What follows belongs to an exercise in optimizing a design on an open flow for small area; a production flow would make more cautious choices.
Where RTL was checked, it was by simulation tests only, not by an equivalence proof against the original.
Power and IR drop assume default switching activity.

==> v10 <==
## itcs_softled
module itcs_softled (
  input             clk,
  input             rst,
  input             cmd_valid,
  input      [7:0]  cmd_op,
  input      [7:0]  cmd_ch,
  input      [15:0] cmd_a,
  input             cmd_f0,
  output reg        rsp_valid,
  output reg        rsp_result,
  output reg        rsp_err,
  output            frame_start,
  output     [7:0]  led_out
);
clock: 30.0 ns
lec_check: 0
cap_margin: 0
core_margin: 2
core_utilization: 60
cts_buf_list: sky130_fd_sc_hd__clkbuf_8
slew_margin: 0
run.sh (not shown) runs the stock make flow with config.mk's settings and CLKGATE_MAP_FILE= SYNTH_SCRIPT=/design/flow/synth_recipe.tcl, a recipe that flattens the netlist after the stock synthesis.
==> v6: changes against v10 <==
==> flow/design.v (replaced) <==
module itcs_softled (
  input             clk,
  input             rst,
  input             cmd_valid,
  input      [7:0]  cmd_op,
  input      [7:0]  cmd_ch,
  input      [15:0] cmd_a,
  input             cmd_f0,
  output reg        rsp_valid,
  output reg        rsp_result,
  output reg        rsp_err,
  output            frame_start,
  output     [7:0]  led_out
);
  localparam [2:0] ST_NA  = 3'd0, ST_OFF = 3'd1, ST_ON  = 3'd2, ST_ACT = 3'd3,
                   ST_UPL = 3'd4, ST_UPC = 3'd5, ST_DNL = 3'd6, ST_DNC = 3'd7;
  localparam [2:0] PC_NONE = 3'd0, PC_ATT = 3'd1, PC_ON = 3'd2, PC_OFF = 3'd3,
                   PC_TOG = 3'd4, PC_WR = 3'd5, PC_RISE = 3'd6;
  localparam [2:0] E_IDLE = 3'd0, E_MULA = 3'd1, E_DIVA = 3'd2, E_MULB = 3'd3,
                   E_DIVB = 3'd4, E_MULR = 3'd5, E_DIVR = 3'd6;
  reg  [10:0] ph;
  wire        bnd     = (ph == 11'd1999);
  wire        ph_lo8  = (ph[10:3] == 8'd0);     
  wire        ph_last = (ph[10:3] == 8'd249);   
  wire [2:0]  hl      = ph[2:0];                
  assign frame_start = (ph == 11'd0);
  always @(posedge clk) begin
    if (rst || bnd) ph <= 11'd0;
    else            ph <= ph + 11'd1;
  end
  reg [2:0]  r_st   [0:7];
  reg        r_inv  [0:7];
  reg [6:0]  r_v    [0:7];    
  reg [14:0] r_s    [0:7];    
  reg [14:0] r_m    [0:7];    
  reg [10:0] r_duty [0:7];    
  reg [10:0] r_od   [0:7];    
  wire [2:0]  h_st   = r_st[0];
  wire        h_inv  = r_inv[0];
  wire [6:0]  h_v    = r_v[0];
  wire [14:0] h_s    = r_s[0];
  wire [14:0] h_m    = r_m[0];
  wire [10:0] h_duty = r_duty[0];
  wire [10:0] h_od   = r_od[0];
  wire h_ramp  = h_st[2];
  wire h_up    = h_st[2] & ~h_st[1];
  wire h_curve = h_st[0];
  wire h_run   = h_st[2] | (h_st == ST_ACT);
  wire h_seton = (h_st == ST_ON) | (h_st == ST_ACT) | h_up;
  wire h_att   = (h_st != ST_NA);
  reg [2:0]  n_st;
  reg        n_inv;
  reg [6:0]  n_v;
  reg [14:0] n_s;
  reg [14:0] n_m;
  reg [10:0] n_duty;
  reg [10:0] n_od;
  integer k;
  always @(posedge clk) begin
    for (k = 0; k < 7; k = k + 1) begin
      r_st[k]   <= r_st[k+1];
      r_inv[k]  <= r_inv[k+1];
      r_v[k]    <= r_v[k+1];
      r_s[k]    <= r_s[k+1];
      r_m[k]    <= r_m[k+1];
      r_duty[k] <= r_duty[k+1];
      r_od[k]   <= r_od[k+1];
    end
    r_st[7]   <= n_st;
    r_inv[7]  <= n_inv;
    r_v[7]    <= n_v;
    r_s[7]    <= n_s;
    r_m[7]    <= n_m;
    r_duty[7] <= n_duty;
    r_od[7]   <= n_od;
    if (rst)
      for (k = 0; k < 8; k = k + 1) r_st[k] <= ST_NA;
  end
  reg  [2:0]  eng;
  reg         v2;       
  reg  [14:0] H;        
  reg  [14:0] L;        
  reg  [14:0] B;        
  reg  [2:0]  cur;      
  reg         fs;       
  reg  [2:0]  pc;       
  wire        at_cur = (hl == cur);
  wire        sw     = at_cur & v2;      
  wire        cmd_here = (pc != PC_NONE) & at_cur;
  wire        is_div = (eng == E_DIVA) | (eng == E_DIVB) | (eng == E_DIVR);
  wire [15:0] add_a  = is_div ? {H, L[14]} : {1'b0, H};
  wire [15:0] add_b  = is_div ? ~{1'b0, B} : (L[0] ? {1'b0, B} : 16'd0);
  wire [16:0] add_s  = {1'b0, add_a} + {1'b0, add_b} + {16'd0, is_div};
  wire        q_bit  = add_s[16];        
  wire [10:0] raw    = L[10:0];
  wire [10:0] clamped = (raw < 11'd20) ? 11'd20 : (raw > 11'd1980) ? 11'd1980 : raw;
  wire [10:0] v20 = {n_v, 4'd0} + {2'd0, n_v, 2'd0};
  wire        op_att  = (cmd_op == 8'h20);
  wire        op_on   = (cmd_op == 8'h21);
  wire        op_off  = (cmd_op == 8'h22);
  wire        op_tog  = (cmd_op == 8'h23);
  wire        op_wr   = (cmd_op == 8'h24);
  wire        op_rise = (cmd_op == 8'h25);
  wire        op_nop  = (cmd_op == 8'h00);
  wire        op_led  = op_att | op_on | op_off | op_tog | op_wr | op_rise;
  wire        ch_ok   = (cmd_ch[7:3] == 5'd0);
  wire [6:0]  c_v     = (cmd_a > 16'd100) ? 7'd100 : cmd_a[6:0];
  wire [14:0] c_nm    = (cmd_a[15:1] == 15'd0) ? 15'd1 : cmd_a[15:1];
  wire [2:0]  c_pc    = op_att ? PC_ATT : op_on ? PC_ON : op_off ? PC_OFF :
                        op_tog ? PC_TOG : op_wr ? PC_WR : PC_RISE;
  wire [6:0]  b_v     = B[6:0];
  wire        b_f0    = B[14];
  wire        want_on = (pc == PC_ON)  ? 1'b1 :
                        (pc == PC_OFF) ? 1'b0 :
                        (pc == PC_TOG) ? ~h_seton :
                                         (b_v != 7'd0);
  wire        is_sw   = (pc == PC_ON) | (pc == PC_OFF) | (pc == PC_TOG) | (pc == PC_WR);
  wire [15:0] s_inc  = {1'b0, h_s} + 16'd1;
  wire [14:0] s_dec  = h_s - 15'd1;
  always @(*) begin
    n_st   = h_st;
    n_inv  = h_inv;
    n_v    = h_v;
    n_s    = h_s;
    n_m    = h_m;
    n_duty = h_duty;
    n_od   = h_od;
    if (ph_lo8) begin
      n_od = h_run ? h_duty : 11'd0;
      if (h_ramp) begin
        if (h_up) begin
          if (s_inc >= {1'b0, h_m}) begin
            n_s = h_m;
            if (h_v == 7'd100) n_st = ST_ON;
            else               n_st = ST_ACT;
          end else
            n_s = s_inc[14:0];
        end else begin
          if (h_s <= 15'd1) begin
            n_s  = 15'd0;
            n_st = ST_OFF;
          end else
            n_s = s_dec;
        end
      end
    end
    if (cmd_here) begin
      if (pc == PC_ATT) begin
        if (!h_att) begin
          n_st  = ST_OFF;
          n_inv = b_f0;
          n_v   = 7'd100;
          n_s   = 15'd0;
          n_m   = 15'd25;
        end
      end else if (is_sw && h_att) begin
        if (pc == PC_WR && b_v != 7'd0)
          n_v = b_v;
        if (want_on != h_seton) begin
          n_st = want_on ? (b_f0 ? ST_UPC : ST_UPL) : (b_f0 ? ST_DNC : ST_DNL);
          if (!h_run) n_duty = (h_st == ST_ON) ? 11'd1980 : 11'd20;
        end else if (pc == PC_WR && b_v != 7'd0 &&
                     (h_st == ST_ON || h_st == ST_ACT)) begin
          if (b_v == 7'd100) n_st = ST_ON;
          else               n_st = ST_ACT;
        end
      end
    end
    if (n_st == ST_ACT) n_duty = v20;
    if (sw && eng == E_MULR) n_m = B;                 
    if (sw && eng == E_DIVR) n_s = L;                 
    if (sw && eng == E_DIVB) n_duty = clamped;        
  end
  always @(posedge clk) begin
    if (rst) begin
      eng <= E_IDLE;
      v2  <= 1'b0;
      fs  <= 1'b0;
      pc  <= PC_NONE;
      rsp_valid  <= 1'b0;
      rsp_result <= 1'b0;
      rsp_err    <= 1'b0;
    end else begin
      rsp_valid <= 1'b0;
      if (cmd_valid) begin
        if (op_led && ch_ok) begin
          pc  <= c_pc;
          cur <= cmd_ch[2:0];
          B   <= op_rise ? c_nm : {cmd_f0, 7'd0, c_v};
        end else begin
          rsp_valid  <= 1'b1;
          rsp_result <= 1'b0;
          rsp_err    <= ~op_nop & ~op_led;
        end
      end
      if (cmd_here) begin
        pc         <= PC_NONE;
        rsp_valid  <= 1'b1;
        rsp_result <= (pc == PC_ATT) & ~h_att;
        rsp_err    <= 1'b0;
      end
      if (ph == 11'd7) begin
        fs  <= 1'b1;
        cur <= 3'd0;
      end
      case (eng)
        E_IDLE: begin
          v2 <= 1'b0;
          H  <= 15'd0;
          if (cmd_here && pc == PC_RISE && h_att) begin
            eng <= E_MULR;
            L   <= h_s;
          end else if (fs && at_cur && !ph_lo8) begin
            if (h_ramp) begin
              eng <= h_curve ? E_MULA : E_MULB;
              L   <= h_s;
              B   <= h_curve ? h_s : v20;
            end else begin
              cur <= cur + 3'd1;
              if (cur == 3'd7) fs <= 1'b0;
            end
          end
        end
        E_MULA, E_MULB, E_MULR: begin
          if (sw) begin
            v2  <= 1'b0;
            B   <= h_m;
            eng <= (eng == E_MULA) ? E_DIVA : (eng == E_MULB) ? E_DIVB : E_DIVR;
          end else begin
            if (at_cur) v2 <= 1'b1;
            H <= add_s[15:1];
            L <= {add_s[0], L[14:1]};
          end
        end
        default: begin  
          if (sw) begin
            v2 <= 1'b0;
            if (eng == E_DIVA) begin
              eng <= E_MULB;
              H   <= 15'd0;
              B   <= v20;
            end else begin
              eng <= E_IDLE;
              if (eng == E_DIVB) begin
                cur <= cur + 3'd1;
                if (cur == 3'd7) fs <= 1'b0;
              end
            end
          end else begin
            if (at_cur) v2 <= 1'b1;
            H <= q_bit ? add_s[14:0] : {H[13:0], L[14]};
            L <= {L[13:0], q_bit};
          end
        end
      endcase
    end
  end
  reg  [7:0] pin;
  reg  [2:0] tmr [0:7];
  assign led_out = pin;
  wire        h_init = h_att & (h_inv ^ (h_st != ST_OFF));      
  wire [10:0] ev_at  = ph_last ? 11'd2000 : h_od;
  wire        ev_val = ph_last ? h_init : h_inv;
  wire [10:0] ev_d   = ev_at - ph - 11'd1;
  wire        sched  = ~ph_lo8 & (ev_d[10:3] == 8'd0) & (ev_val != pin[hl]);
  genvar g;
  generate
    for (g = 0; g < 8; g = g + 1) begin : gen_pin
      wire vis  = (hl == g);
      wire ld   = vis & sched;
      wire fire = (ld & (ev_d[2:0] == 3'd0)) | (tmr[g] == 3'd1);
      always @(posedge clk) begin
        if (rst) begin
          pin[g] <= 1'b0;
          tmr[g] <= 3'd0;
        end else begin
          if (fire) pin[g] <= ~pin[g];
          if (ld && ev_d[2:0] != 3'd0) tmr[g] <= ev_d[2:0];
          else if (tmr[g] != 3'd0)     tmr[g] <= tmr[g] - 3'd1;
        end
      end
    end
  endgenerate
endmodule
Settings changed: CAP_MARGIN 0 to 20, CORE_UTILIZATION 60 to 40, CTS_BUF_LIST sky130_fd_sc_hd__clkbuf_8 to default, SLEW_MARGIN 0 to 20.
==> v22: changes against v10 <==
--- a/flow/design.v
+++ b/flow/design.v
@@ -91,11 +91,11 @@
   wire        cmd_here = (pc != PC_NONE) & at_cur;
   wire        e_mul  = (eng == E_MULA) | (eng == E_MULB);
   wire        e_div  = (eng == E_DIVA) | (eng == E_DIVB);
   wire        e_edge = (eng == E_EDGE);
   wire        sub    = e_div | (e_edge & sw);
-  wire [15:0] add_b  = {sub, B & {15{sub | (e_mul & L[0])}}};
+  wire [15:0] add_b  = {sub | (e_edge & (L[0] ^ c)), B & {15{sub | (e_mul & L[0])}}};
   wire [16:0] add_s  = {1'b0, H} + {1'b0, add_b} + {16'd0, sub};
   wire        q_bit  = add_s[16] & ~(e_mul & sw);    
   wire [14:0] rem    = q_bit ? add_s[14:0] : H[14:0];
   wire [10:0] v20 = {n_v, 4'd0} + {2'd0, n_v, 2'd0};
   wire        op_att  = (cmd_op == 8'h20);
@@ -168,11 +168,11 @@
         end else begin
           n_s  = 15'd0;
           n_st = ST_OFF;
         end
       end else
-        n_s = H[14:0];
+        n_s = L;
     end
     if (n_st == ST_ACT) begin
       d_wr = 1'b1;
       d_x  = v20;
     end
@@ -187,16 +187,12 @@
     n_duty = d_wr ? d_cl : h_duty;
   end
   always @(posedge clk) begin
     if (rst) begin
       eng <= E_IDLE;
-      v2  <= 1'b0;
-      fs  <= 1'b0;
       pc  <= PC_NONE;
       rsp_valid  <= 1'b0;
-      rsp_result <= 1'b0;
-      rsp_err    <= 1'b0;
     end else begin
       rsp_valid <= 1'b0;
       if (cmd_valid) begin
         if (op_led && ch_ok) begin
           pc  <= c_pc;
@@ -250,12 +246,12 @@
             end else begin
               eng <= h_curve ? E_MULA : E_MULB;
               B   <= h_curve ? n_s : v20;
             end
           end else begin
-            H <= {1'b0, L[0] ^ c, add_s[14:1]};
-            L <= {add_s[0], L[14:1]};
+            H <= {1'b0, add_s[15:1]};
+            L <= {L[0] ^ c, L[14:1]};
             c <= c & ~(L[0] ^ f);
           end
         end
         E_MULA, E_MULB: begin
           if (sw) begin
@@ -286,31 +282,40 @@
         end
       endcase
     end
   end
   reg  [7:0] pin;
-  reg  [2:0] tmr [0:7];
+  reg  [2:0] lf [0:7];
   assign led_out = pin;
   wire        h_init = h_att & (h_inv ^ (h_st != ST_OFF));      
   wire        ev_tr  = (h_od[10:3] == ph[10:3]);               
   wire [2:0]  ev_d   = ph_last ? ~hl : h_od[2:0];              
   wire        ev_val = ph_last ? h_init : h_inv;
   wire        sched  = ~ph_lo8 & (ph_last | ev_tr) & (ev_val != pin[hl]);
+  wire        fire_now = sched & (ev_d == 3'd0);
+  reg  [2:0]  ev_x;
+  always @(*) begin
+    case (ev_d)
+      3'd1: ev_x = 3'd1;
+      3'd2: ev_x = 3'd4;
+      3'd3: ev_x = 3'd6;
+      3'd4: ev_x = 3'd7;
+      3'd5: ev_x = 3'd3;
+      3'd6: ev_x = 3'd5;
+      3'd7: ev_x = 3'd2;
+      default: ev_x = 3'd0;
+    endcase
+    if (!sched) ev_x = 3'd0;
+  end
   genvar g;
   generate
     for (g = 0; g < 8; g = g + 1) begin : gen_pin
       wire vis  = (hl == g);
-      wire ld   = vis & sched;
-      wire fire = (ld & (ev_d == 3'd0)) | (tmr[g] == 3'd1);
+      wire fire = vis ? fire_now : (~ph_lo8 & (lf[g] == 3'd1));
       always @(posedge clk) begin
-        if (rst) begin
-          pin[g] <= 1'b0;
-          tmr[g] <= 3'd0;
-        end else begin
-          if (fire) pin[g] <= ~pin[g];
-          if (ld && ev_d != 3'd0) tmr[g] <= ev_d;
-          else if (tmr[g] != 3'd0)     tmr[g] <= tmr[g] - 3'd1;
-        end
+        if (rst)       pin[g] <= 1'b0;
+        else if (fire) pin[g] <= ~pin[g];
+        lf[g] <= vis ? ev_x : {lf[g][1:0], lf[g][2] ^ lf[g][1]};
       end
     end
   endgenerate
 endmodule
==> flow/flow/run.sh (new file) <==
#!/bin/bash
export CTS_ARGS="-sink_clustering_enable -repair_clock_nets -dont_use_dummy_load -sink_clustering_size 26 -sink_clustering_max_diameter 100 -buf_list sky130_fd_sc_hd__clkbuf_16"
export BUFFER_PORTS_ARGS="-buffer_cell sky130_fd_sc_hd__buf_1"
bash standard.sh > standard.log 2>&1
==> flow/standard.sh (new file) <==
#!/bin/bash
# synth_recipe.tcl (not shown) runs the flow's synth.tcl, then flattens the netlist and writes it again
# the make line also repeats each setting of config.mk as NAME=value (left out here)
make -C /OpenROAD-flow-scripts/flow DESIGN_CONFIG=/design/flow/config.mk WORK_HOME=/design/flow/orfs CLKGATE_MAP_FILE= SYNTH_SCRIPT=/design/flow/synth_recipe.tcl "${@:-finish}"
Settings changed: CAP_MARGIN 0 to 20, CTS_BUF_LIST sky130_fd_sc_hd__clkbuf_8 to default, SLEW_MARGIN 0 to 20.
removed: flow/run.sh
==> summary.txt <==
item	v22	v10	v6
Run status	no timing/DRC/antenna violations	no timing/DRC/antenna violations	no timing/DRC/antenna violations
Synthesized-area fraction occupied by xor and xnor cells	2.90%	2.77%	2.23%
CTS Root Cell	clkbuf_16	clkbuf_8	clkbuf_16
Crit. path cell count	9	11	9
Register cell area after layout	0.0127 sq mm	0.0127 sq mm	0.0126 sq mm
Number of multi-input logic gates	961	1050	1263
CP required	30340 ps	30490 ps	30380 ps
Length in cells of the worst reg-to-reg path	17	21	16
Capturing point of the worst reg2reg path	B[3]	B[12]	H[5]
# clock sinks	609	609	606
Worst hold slack	301 ps	309 ps	297 ps
Layout overhead on the synthesized area	6.43%	13.5%	14.3%
Number of placed cells counting well taps	2098	2239	2699
Yosys cell types	86	88	80
Flip-flop and latch count	609	609	606
Largest net degree at the start of global routing	45	65	79
Adder and majority gate portion of the synthesized area	2.54%	3.91%	5.03%
Highest ir drop seen on vdd	0.0537 mV	0.0656 mV	0.0636 mV
Number of ordinary inverters in the final layout	64	71	73
Fraction of cell area in non-clock buffers	1.41%	2.71%	2.60%
Total chip power	1.30 mW	1.66 mW	2.00 mW
Overall fraction of global-route tracks in use	25.6%	27.3%	18.5%
FMAX	0.119 GHz	0.109 GHz	0.113 GHz
Final Instance Count excl. Fillers	2125	2398	2804
Total via count after detailed routing	12500	13700	14900
Multi-input logic portion of the cell area	29.8%	29.8%	32.9%
For v10 and v22, only the layout was checked, not whether the RTL still works.

-- afterwards: timing with drivers on the ports --
In the flow no input, the clock included, has a driving cell. The finished layouts below were timed again as built, in two steps.
Step 1, drivers: a clkbuf_16 drives clk and a buf_2 each remaining input, both assumed.
Step 2, shift: input delay + t, output delay - t, t = (earliest + latest rising clock arrival at the registers) / 2. This alone moves slack from input paths to output paths.
Three values: ideal, step 1, step 2; two values: the first two.
run	t, ns	slack for setup (ns)	worst register clock-pin slew, ns	worst data-port slew with drivers (ns)
v10	0.696	20.846 / 20.872 / 20.176	0.07 / 0.07	0.04
v6	0.668	21.140 / 21.167 / 20.499	0.07 / 0.07	0.13
v22	0.619	21.594 / 21.629 / 21.009	0.11 / 0.11	0.07
After both steps setup and hold are still met in every run listed. The setup slack of v10, which loses most, moves by +0.026 ns with the drivers and by -0.670 ns with both steps.
